Background: an optimization exercise with open tools, aiming at small area, a short achievable clock period and few clock cycles. Do not read the settings as production practice.
In this exercise RTL edits were held to simulation tests only and were not proved equivalent to the original.
No activity file was given, so power comes from the tool's default toggle rates.

===== flow/run.sh =====
#!/bin/bash
# synth_recipe.tcl (not shown) runs the flow's synth.tcl, then flattens the netlist and writes it again
# the make line also repeats each setting of config.mk as NAME=value (left out here)
make -C /OpenROAD-flow-scripts/flow DESIGN_CONFIG=/design/flow/config.mk WORK_HOME=/design/flow/orfs CLKGATE_MAP_FILE= SYNTH_SCRIPT=/design/flow/synth_recipe.tcl finish

===== flow/config.mk =====
export PLATFORM = sky130hd
export DESIGN_NAME = spsl_core
export DESIGN_NICKNAME = spsl_core
export VERILOG_FILES = /design/flow/design.v
export SDC_FILE = /design/flow/constraint.sdc
export NUM_CORES = 4
export LEC_CHECK = 0
export CAP_MARGIN = 20
export CORE_MARGIN = 2
export CORE_UTILIZATION = 40
export SLEW_MARGIN = 20

===== flow/constraint.sdc =====
create_clock -name core_clock -period 10.0 [get_ports {clk}]
set_input_delay 2.0000 -clock core_clock [delete_from_list [all_inputs] [get_ports {clk}]]
set_output_delay 2.0000 -clock core_clock [all_outputs]
set_load 0.01 [all_outputs]

===== flow/design.v =====
module spsl_core (
    input  wire        clk,
    input  wire        rst,           
    input  wire        req_we,        
    input  wire [31:0] req_wdata,
    output wire [31:0] rsp,
    output wire        busy,
    output reg         done,
    output reg         ovr,
    output reg         mem_en,
    output wire        mem_we,
    output reg  [15:0] mem_addr,
    output reg  [7:0]  mem_wdata,
    input  wire        mem_ready,
    input  wire [7:0]  mem_rdata,
    output reg         tmr_arm,
    input  wire        tmr_exp,
    output reg         adc_on,
    output wire        conv_start,
    input  wire        conv_done,
    input  wire [15:0] conv_data,
    output reg  [2:0]  adc_sel,
    output wire [3:0]  amp_en,
    output reg         fe_pwr
);
    localparam [7:0] RC_OK = 8'h00, RC_ILLEGAL = 8'h01,
                     RC_BAD_OPERAND = 8'h02, RC_BAD_RANGE = 8'h03;
    localparam [3:0] S_IDLE  = 4'd0,
                     S_RESP  = 4'd1,     
                     S_CRCS  = 4'd2,     
                     S_CRCR  = 4'd3,     
                     S_CRCH  = 4'd4,     
                     S_CRCL  = 4'd5,     
                     S_FETCH = 4'd6,
                     S_LABEL = 4'd7,
                     S_WARM  = 4'd8,
                     S_SAMP  = 4'd9,
                     S_DIV   = 4'd10;
    reg  [3:0]  state;
    reg  [1:0]  rcode;       
    reg  [1:0]  rsp_code;
    reg  [15:0] rsp_val;
    reg  [31:0] acc;         
    reg  [15:0] cnt;         
    reg  [1:0]  fbyte;       
    reg  [7:0]  slot_d0 [0:5];
    reg  [7:0]  slot_d1 [0:5];
    reg  [5:0]  slot_f;      
    reg  [5:0]  slot_l2;     
    integer i;
    assign rsp    = {6'd0, rsp_code, 8'h00, rsp_val};
    assign busy   = (state != S_IDLE);
    assign mem_we = (state == S_CRCH) || (state == S_CRCL) ||
                    (state == S_FETCH) || (state == S_LABEL);
    assign amp_en = adc_on ? (4'd1 << (adc_sel[1:0] - 2'd1)) : 4'd0;
    wire [7:0]  w_opc = req_wdata[31:24];
    wire [7:0]  w_a   = req_wdata[23:16];
    wire [15:0] w_b   = req_wdata[15:0];
    wire        accept = req_we && !busy;
    wire        a_zero  = (w_a == 8'd0);
    wire        b_zero  = (w_b == 16'd0);
    wire        a_chan  = (w_a >= 8'd1) && (w_a <= 8'd4);
    reg [15:0] crc_next;
    integer k;
    always @* begin
        crc_next = acc[15:0] ^ {mem_rdata, 8'h00};
        for (k = 0; k < 8; k = k + 1)
            crc_next = crc_next[15] ? ({crc_next[14:0], 1'b0} ^ 16'h1021)
                                    : {crc_next[14:0], 1'b0};
    end
    reg [4:0] fetch_n;
    always @* begin
        fetch_n = 5'd0;
        for (i = 0; i < 6; i = i + 1)
            if (slot_f[i])
                fetch_n = fetch_n + (slot_l2[i] ? 5'd4 : 5'd3);
    end
    reg [2:0] cur;
    always @* begin
        cur = 3'd0;
        for (i = 5; i >= 0; i = i - 1)
            if (slot_f[i]) cur = i[2:0];
    end
    wire       any_f  = |slot_f;
    wire       cur_l2 = slot_l2[cur];
    wire [7:0] cur_d0 = slot_d0[cur];
    wire [7:0] cur_d1 = slot_d1[cur];
    function [7:0] label_byte(input [2:0] tid, input [3:0] j);
        reg [127:0] s;
        begin
            case (tid)
                3'd0:    s = "SPSL DIAGNOSTIC ";
                3'd1:    s = "LIGHT CHANNEL 1 ";
                3'd2:    s = "LIGHT CHANNEL 2 ";
                3'd3:    s = "LIGHT CHANNEL 3 ";
                3'd4:    s = "LIGHT CHANNEL 4 ";
                default: s = "CANNOT COMPUTE!!";
            endcase
            label_byte = s[127 - 8*j -: 8];
        end
    endfunction
    wire [2:0] w_tid = (w_a > 8'd4) ? 3'd5 : w_a[2:0];
    wire [16:0] b_ext     = {1'b0, w_b};
    wire        crc_oor   = (b_ext + {9'd0, w_a}) > 17'h10000;
    wire        fetch_oor = (b_ext + {12'd0, fetch_n}) > 17'h10000;
    wire        label_oor = (b_ext + 17'd16) > 17'h10000;
    wire [31:0] sum      = acc + {16'd0, conv_data};
    wire        last_smp = (cnt == 16'd0);
    wire        samp_done = (state == S_SAMP) && conv_done;
    reg         conv_start_r;
    assign conv_start = conv_start_r;
    wire [16:0] dv_sub = acc[31:15] - {1'b0, mem_addr};
    wire        dv_ge  = !dv_sub[16];
    wire [31:0] dv_nxt = dv_ge ? {dv_sub[15:0], acc[14:0], 1'b1}
                               : {acc[30:0], 1'b0};
    reg [5:0] s_we;
    reg [7:0] s_wd0, s_wd1;
    reg       s_wl2;
    always @(posedge clk) begin
        if (rst) begin
            state        <= S_IDLE;
            rsp_code     <= 2'd0;
            rsp_val      <= 16'd0;
            done         <= 1'b0;
            ovr          <= 1'b0;
            mem_en       <= 1'b0;
            tmr_arm      <= 1'b0;
            adc_on       <= 1'b0;
            conv_start_r <= 1'b0;
            adc_sel      <= 3'd0;
            fe_pwr       <= 1'b0;
            slot_f       <= 6'd0;
        end else begin
            conv_start_r <= 1'b0;
            if (req_we && busy)
                ovr <= 1'b1;
            if (accept) begin
                done  <= 1'b0;
                state <= S_RESP;
                rcode <= RC_OK[1:0];
                mem_addr <= 16'd0;
                case (w_opc)
                8'h01, 8'h02: begin
                    if (w_a < 8'd3) begin
                        mem_addr <= 16'd0;
                    end else if (crc_oor) begin
                        rcode    <= RC_BAD_RANGE[1:0];
                        mem_addr <= w_b;
                    end else begin
                        state      <= (w_opc == 8'h01) ? S_CRCS : S_CRCR;
                        mem_en     <= 1'b1;
                        mem_addr   <= w_b;
                        acc[15:0]  <= 16'hFFFF;
                        cnt[7:0]   <= (w_opc == 8'h01) ? w_a - 8'd2 : w_a;
                    end
                end
                8'h10: begin
                    if (w_b[15:8] != 8'd0)
                        rcode <= RC_BAD_OPERAND[1:0];
                    else if (a_chan) begin
                        state    <= S_WARM;
                        tmr_arm  <= 1'b1;
                        fe_pwr   <= 1'b1;
                        adc_sel  <= w_a[2:0];
                        mem_addr <= 16'd8;
                        cnt      <= 16'd7;
                        acc      <= 32'd0;
                    end
                end
                8'h20: begin
                    if (!a_zero)
                        rcode <= RC_BAD_OPERAND[1:0];
                    else if (fetch_n == 5'd0) begin
                        mem_addr <= 16'd0;
                    end else if (fetch_oor) begin
                        rcode    <= RC_BAD_RANGE[1:0];
                        mem_addr <= w_b;
                    end else begin
                        state     <= S_FETCH;
                        mem_en    <= 1'b1;
                        mem_addr  <= w_b;
                        mem_wdata <= {5'd0, cur};
                        fbyte     <= 2'd1;
                        cnt       <= {11'd0, fetch_n};
                    end
                end
                8'h21: begin
                    if (!a_zero || !b_zero)
                        rcode <= RC_BAD_OPERAND[1:0];
                    else
                        slot_f <= 6'd0;
                end
                8'h22: begin
                    if ((w_a[7:4] == 4'd1 && w_b[7:0] != 8'd0) || w_a[3:0] > 4'd5 ||
                        w_a[7:4] == 4'd0 || w_a[7:4] > 4'd2)
                        rcode <= RC_BAD_OPERAND[1:0];
                end
                8'h30: begin
                    if (label_oor) begin
                        rcode    <= RC_BAD_RANGE[1:0];
                        mem_addr <= w_b;
                    end else begin
                        state     <= S_LABEL;
                        mem_en    <= 1'b1;
                        mem_addr  <= w_b;
                        mem_wdata <= label_byte(w_tid, 4'd0);
                        cnt       <= {8'd0, w_tid, 5'd1};
                    end
                end
                8'h31: begin
                    if (!a_zero || !b_zero)
                        rcode <= RC_BAD_OPERAND[1:0];
                    else
                        mem_addr <= 16'd4;
                end
                8'h32: begin
                    if (!b_zero)
                        rcode <= RC_BAD_OPERAND[1:0];
                    else
                        mem_addr <= a_chan ? 16'h0001 : 16'hFFFF;
                end
                8'h33: begin
                    if (!b_zero)
                        rcode <= RC_BAD_OPERAND[1:0];
                end
                8'h34: begin
                    if (!a_zero || !b_zero)
                        rcode <= RC_BAD_OPERAND[1:0];
                    else
                        mem_addr <= 16'd1;
                end
                8'h40: begin
                    if (!a_chan || b_zero)
                        rcode <= RC_BAD_OPERAND[1:0];
                    else begin
                        state    <= S_WARM;
                        tmr_arm  <= 1'b1;
                        adc_sel  <= w_a[2:0];
                        mem_addr <= w_b;
                        cnt      <= w_b - 16'd1;
                        acc      <= 32'd0;
                    end
                end
                default: begin
                    rcode    <= RC_ILLEGAL[1:0];
                    mem_addr <= {8'd0, w_opc};
                end
                endcase
            end
            case (state)
            S_RESP: begin
                rsp_code <= rcode;
                rsp_val  <= mem_addr;
                done     <= 1'b1;
                state    <= S_IDLE;
            end
            S_CRCS, S_CRCR: begin
                if (mem_ready) begin
                    acc[15:0] <= crc_next;
                    mem_addr  <= mem_addr + 16'd1;
                    cnt[7:0]  <= cnt[7:0] - 8'd1;
                    if (cnt[7:0] == 8'd1) begin
                        if (state == S_CRCS) begin
                            mem_wdata <= crc_next[15:8];
                            state     <= S_CRCH;
                        end else begin
                            mem_en   <= 1'b0;
                            rsp_code <= RC_OK[1:0];
                            rsp_val  <= {15'd0, crc_next == 16'd0};
                            done     <= 1'b1;
                            state    <= S_IDLE;
                        end
                    end
                end
            end
            S_CRCH: begin
                if (mem_ready) begin
                    mem_addr  <= mem_addr + 16'd1;
                    mem_wdata <= acc[7:0];
                    state     <= S_CRCL;
                end
            end
            S_CRCL: begin
                if (mem_ready) begin
                    mem_en   <= 1'b0;
                    rsp_code <= RC_OK[1:0];
                    rsp_val  <= 16'd1;
                    done     <= 1'b1;
                    state    <= S_IDLE;
                end
            end
            S_FETCH: begin
                if (mem_ready) begin
                    mem_addr <= mem_addr + 16'd1;
                    case (fbyte)
                    2'd0: begin
                        if (any_f) begin
                            mem_wdata <= {5'd0, cur};
                            fbyte     <= 2'd1;
                        end else begin
                            mem_en   <= 1'b0;
                            rsp_code <= RC_OK[1:0];
                            rsp_val  <= cnt;
                            done     <= 1'b1;
                            state    <= S_IDLE;
                        end
                    end
                    2'd1: begin
                        mem_wdata <= {6'd0, cur_l2, !cur_l2};
                        fbyte     <= 2'd2;
                    end
                    2'd2: begin
                        mem_wdata <= cur_d0;
                        fbyte     <= cur_l2 ? 2'd3 : 2'd0;
                        if (!cur_l2) slot_f[cur] <= 1'b0;
                    end
                    default: begin
                        mem_wdata <= cur_d1;
                        fbyte     <= 2'd0;
                        slot_f[cur] <= 1'b0;
                    end
                    endcase
                end
            end
            S_LABEL: begin
                if (mem_ready) begin
                    mem_addr  <= mem_addr + 16'd1;
                    mem_wdata <= label_byte(cnt[7:5], cnt[3:0]);
                    cnt[4:0]  <= cnt[4:0] + 5'd1;
                    if (cnt[4]) begin
                        mem_en   <= 1'b0;
                        rsp_code <= RC_OK[1:0];
                        rsp_val  <= 16'd16;
                        done     <= 1'b1;
                        state    <= S_IDLE;
                    end
                end
            end
            S_WARM: begin
                if (tmr_exp) begin
                    tmr_arm      <= 1'b0;
                    adc_on       <= 1'b1;
                    conv_start_r <= 1'b1;
                    state        <= S_SAMP;
                end
            end
            S_SAMP: begin
                if (conv_done) begin
                    acc <= sum;
                    cnt <= cnt - 16'd1;
                    if (!last_smp)
                        conv_start_r <= 1'b1;
                    else begin
                        adc_on <= 1'b0;
                        cnt    <= 16'd0;
                        if (fe_pwr) begin
                            fe_pwr   <= 1'b0;
                            rsp_code <= RC_OK[1:0];
                            rsp_val  <= 16'd1;
                            done     <= 1'b1;
                            state    <= S_IDLE;
                        end else
                            state <= S_DIV;
                    end
                end
            end
            S_DIV: begin
                acc      <= dv_nxt;
                cnt[3:0] <= cnt[3:0] + 4'd1;
                if (cnt[3:0] == 4'd15) begin
                    rsp_code <= RC_OK[1:0];
                    rsp_val  <= dv_nxt[15:0];
                    done     <= 1'b1;
                    state    <= S_IDLE;
                end
            end
            default: ;
            endcase
            for (i = 0; i < 6; i = i + 1)
                if (s_we[i]) begin
                    slot_f[i]  <= 1'b1;
                    slot_l2[i] <= s_wl2;
                end
        end
        for (i = 0; i < 6; i = i + 1)
            if (s_we[i] && !rst) begin
                slot_d0[i] <= s_wd0;
                slot_d1[i] <= s_wd1;
            end
    end
    always @* begin
        s_we  = 6'd0;
        s_wd0 = w_b[15:8];
        s_wd1 = w_b[7:0];
        s_wl2 = 1'b1;
        if (samp_done && last_smp && fe_pwr) begin
            s_we[adc_sel] = 1'b1;
            s_wd0 = sum[18:11];
            s_wd1 = sum[10:3];
        end else if (accept && w_opc == 8'h10 && w_b[15:8] == 8'd0 && a_zero) begin
            s_we[0] = 1'b1;
            s_wd0 = 8'hA5;
            s_wd1 = 8'h5A;
        end else if (accept && w_opc == 8'h22 &&
                     !((w_a[7:4] == 4'd1 && w_b[7:0] != 8'd0) || w_a[3:0] > 4'd5 ||
                       w_a[7:4] == 4'd0 || w_a[7:4] > 4'd2)) begin
            s_we[w_a[2:0]] = 1'b1;
            s_wl2 = w_a[5];
        end
    end
endmodule

==> run summary <==
-- metrics by stage --
stage	util	hold WS (ps)	setup slack, ps	area, um2	power [uW]
after detailed placement	0.4412	464.1	1686	19470	1564
after CTS	0.4608	472.0	1633	20330	2519
after global placement	0.4412	452.7	1868	19470	1560
after global routing	0.4615	508.3	905.9	20360	2604
final	0.4615	465.1	1595	20360	2522
after floorplan	-	476.1	2689	17860	1370
-- registers in the layout, summed over array words and instances, names as in the netlist --
register and count:
slot_l2 6, tmr_arm 1, fbyte 2, rsp_val 16, slot_f 6, slot_d1 48, done 1, state 4
ovr 1, slot_d0 48, mem_en 1, rcode 2, adc_on 1, mem_addr 16, acc 32, adc_sel 3
cnt 16, rsp_code 2, mem_wdata 8, conv_start_r 1, fe_pwr 1
-- critical path: cells and delay by family (launching register included) --
kind / cells / cell delay [ps]
mux: 2 / 500
compound gates: 11 / 2580
xor+xnor: 2 / 350
flops: 1 / 500
buf+inv: 1 / 70
simple gates: 9 / 1930
fa+ha+maj: 7 / 2210
-- report_power, final --
part / internal [uW] / switching, uW
clock: 540 / 420
sequential: 1000 / 52.7
combinational: 193 / 313
-- cell usage after synthesis, types with 9 or more instances --
cell type,n,share of area
xor2_1,38,0.019
nand3_1,52,0.015
a31oi_1,33,0.012
inv_1,83,0.017
or4_1,10,0.0042
o311ai_0,9,0.0044
and3_1,34,0.012
nor2_1,217,0.046
a211oi_1,23,0.0097
mux2_2,11,0.0070
clkbuf_1,100,0.021
or3_1,12,0.0042
a22o_1,10,0.0049
o31ai_1,12,0.0051
buf_4,15,0.0063
a22oi_1,37,0.016
mux2i_1,23,0.013
nor4_1,17,0.0060
dfxtp_1,38,0.043
nand2_1,197,0.042
buf_2,23,0.0065
o21ai_0,159,0.045
o2111ai_1,9,0.0044
ha_1,81,0.057
a221oi_1,24,0.012
o22ai_1,25,0.0088
nor3_1,47,0.013
o221ai_1,16,0.0079
nor2b_1,13,0.0046
a21oi_1,156,0.044
a21o_1,15,0.0063
o21a_1,19,0.0080
xnor2_1,66,0.032
fa_1,9,0.010
and2_1,13,0.0046
a222oi_1,27,0.015
nand4_1,16,0.0056
o211ai_1,26,0.011
edfxtp_1,178,0.30
nand2b_1,27,0.0095
a211o_1,18,0.0088
-- kinds of logic (layout without fill, tap and decap cells) --
family | Yosys count | count (layout) | synth area share
AO/OA/AOI/OAI | 720 | 720 | 0.2752
AND/OR/NAND/NOR | 701 | 701 | 0.1901
XOR/XNOR | 105 | 105 | 0.05204
multiplexers | 34 | 34 | 0.01988
other | 1 | 14 | 0.0002105
buffers and inverters | 228 | 291 | 0.05289
flip-flops | 216 | 216 | 0.3427
adder cells (fa/ha/maj) | 90 | 90 | 0.06700
-- cell type report --
type | instances | share of cell area
clock buffers | 34 | 0.03705
inverters | 86 | 0.01585
multi-input cells | 1664 | 0.5328
well taps | 592 | 0.03638
repair buffers | 155 | 0.07251
clock inverters | 16 | 0.005592
flip-flops and latches | 216 | 0.2999
-- final timing paths --
path | end | slack (ps) | cells after the start
hold / removal | rsp_val[0] | 470 | 2
setup / recovery | cnt[8] | 1600 | 32
hold reg to reg | rsp_val[0] | 470 | 2
setup reg to reg | cnt[8] | 1600 | 32
-- metal layers --
| layer | wire length, um | part of all wire | vias to the layer above | GRT usage |
|---|---|---|---|---|
| met5 | 0 | 0 | - | 0 |
| met2 | 30720 | 0.45 | 1003 | 0.4595 |
| met3 | 6646 | 0.096 | 182 | 0.04982 |
| li1 | - | - | 8060 | - |
| met4 | 2892 | 0.042 | 0 | 0.1032 |
| met1 | 28730 | 0.42 | 8581 | 0.3915 |
==> summary.txt <==
Setup path
  • Crit path max-delay cell type: nor3_1
  • Critical R2R Launch: slot_f[0]
  • CP most frequent cell: ha_1
  • Critical Path Source: slot_f[0]
  • CP Capture Type: register
  • Crit path required time: 10280 ps
  • Max stage delay on crit path: 560 ps
  • Crit start category: register
  • Crit-path max FO: 7
  • CP Class: register to register
  • Crit path DAT: 8690 ps

Routing
  • Routed Wire Length: 69000 um
  • Antenna-violating nets left: 0
  • DRT Pass-1 Iters: 6
  • Initial detailed-routing violation count: 2453
  • Via count: 17830
  • Routed vias/inst: 6.452
  • DRC: 0
  • Drt wl/cell: 24.97 um

Clocking
  • Clk slew on worst S/H paths: 60 ps
  • Hold Buf Count CTS: 0
  • Postcts setup bufs: 0
  • H-Tree Depth: 1
  • CTS tree: built
  • Cts bufs inserted: 27
  • Clock buffer depth: 3
  • Clock latency (worst-skew pair): 560 ps
  • Clock root cell: clkbuf_16
  • CTS-repair resized insts: 0
  • Clock tree sinks: 216

Logic synthesis
  • Register area share after synthesis: 0.3427
  • Yosys warning count: 3
  • Number of synthesized flops with an enable pin: 178
  • Ys flop type: edfxtp_1
  • Synth Instances: 2095
  • Synthesized cell area: 17810 um2
  • Flops & latches, synth: 216
  • Mean Syn Cell Area: 8.503 um2
  • Async set or reset register ratio after synthesis: 0
  • Post-synth cell types: 101

Final layout
  • Fill count: 4364
  • N_diodes: 0
  • Fin nets: 2302
  • Commonest cells after routing, fill and taps aside: 215 x nor2_1, 197 x nand2_1, 178 x edfxtp_1
  • Fin cells: 2763
  • Most common cell after layout, fill and taps aside: nor2_1
  • Fraction of layout cells with a size suffix above 1: 0.06771
  • Multi-input logic area: 10850 um2
  • Area growth, synth to finish: 14.30%
  • Storage element area: 6106 um2

Placed design
  • Gpl congestion: 0.9863
  • Inst Count DP: 2712
  • Dpl hpwl: 50900 um
  • Port Buf Inserts: 119

Floorplanning
  • Row cnt: 77
  • Die area: 46240 um2
  • Chip height: 215.0 um
  • X dimension of the die: 215.0 um
  • Core area: 44120 um2
  • I/O pins: 134
  • Initial core utilization: 0.4037

STA
  • Fmax: 0.1190 GHz
  • Setup_tns: 0 ps
  • Slew at the pin closest to its max-slew limit: 1212 ps
  • # setup viols final: 0
  • Unrepaired setup endpoints after global routing: false
  • Worst slew margin: 0.1884
  • Final period util: 0.8405
  • Clock period minus worst slack: 8405 ps
  • Skew final: 22.33 ps
  • Final hold vios: 0
  • Final Max Slew Viols: 0

Hold path
  • Hold WC Path Type: register to register
  • Worst Hold Launch: rsp_val[0]

Global routing
  • First-pass GRT wire length: 103500 um
  • Vias in the first global route: 16670
  • Initial antenna violation count: 0
  • Largest net degree at the start of global routing: 76
  • Grt ovf: 0
  • GRT Total Usage: 0.2876

Flow run
  • Max-cap violations: 0

Power
  • P_leak: 0.007391 uW
  • Worst ir drop on vdd: 0.1209 mV
  • PwrDens: 123.8 nW/um2

Outcome
  • Status: complete, no violations
Testbench counts, summed over its fixed seeds: cycles 28,129.

## static timing again, ports no longer ideal
The flow's constraints put no driver on any port. The routed layout listed below was extracted and timed again, unchanged, in two steps.
Step 1, drivers: a clkbuf_16 drives clk and a buf_2 each remaining input, both assumed.
Step 2 times the ports against the registers' clock, not the clock port: input delays grow and output delays shrink by t, the midpoint of the rising clock arrivals with the driver on.
Slacks: ideal ports / drivers / drivers and shift; pairs: ideal ports / drivers.
t (ns): 0.610
setup WS [ns]: 1.595 / 1.595 / 1.595
hold WS [ns]: 0.465 / 0.465 / 0.465
worst register clock-pin slew, ns: 0.07 / 0.07
After both steps setup and hold are still met in this run. For this run, drivers alone change the setup slack by 0.000 ns; drivers and shift together by 0.000 ns.
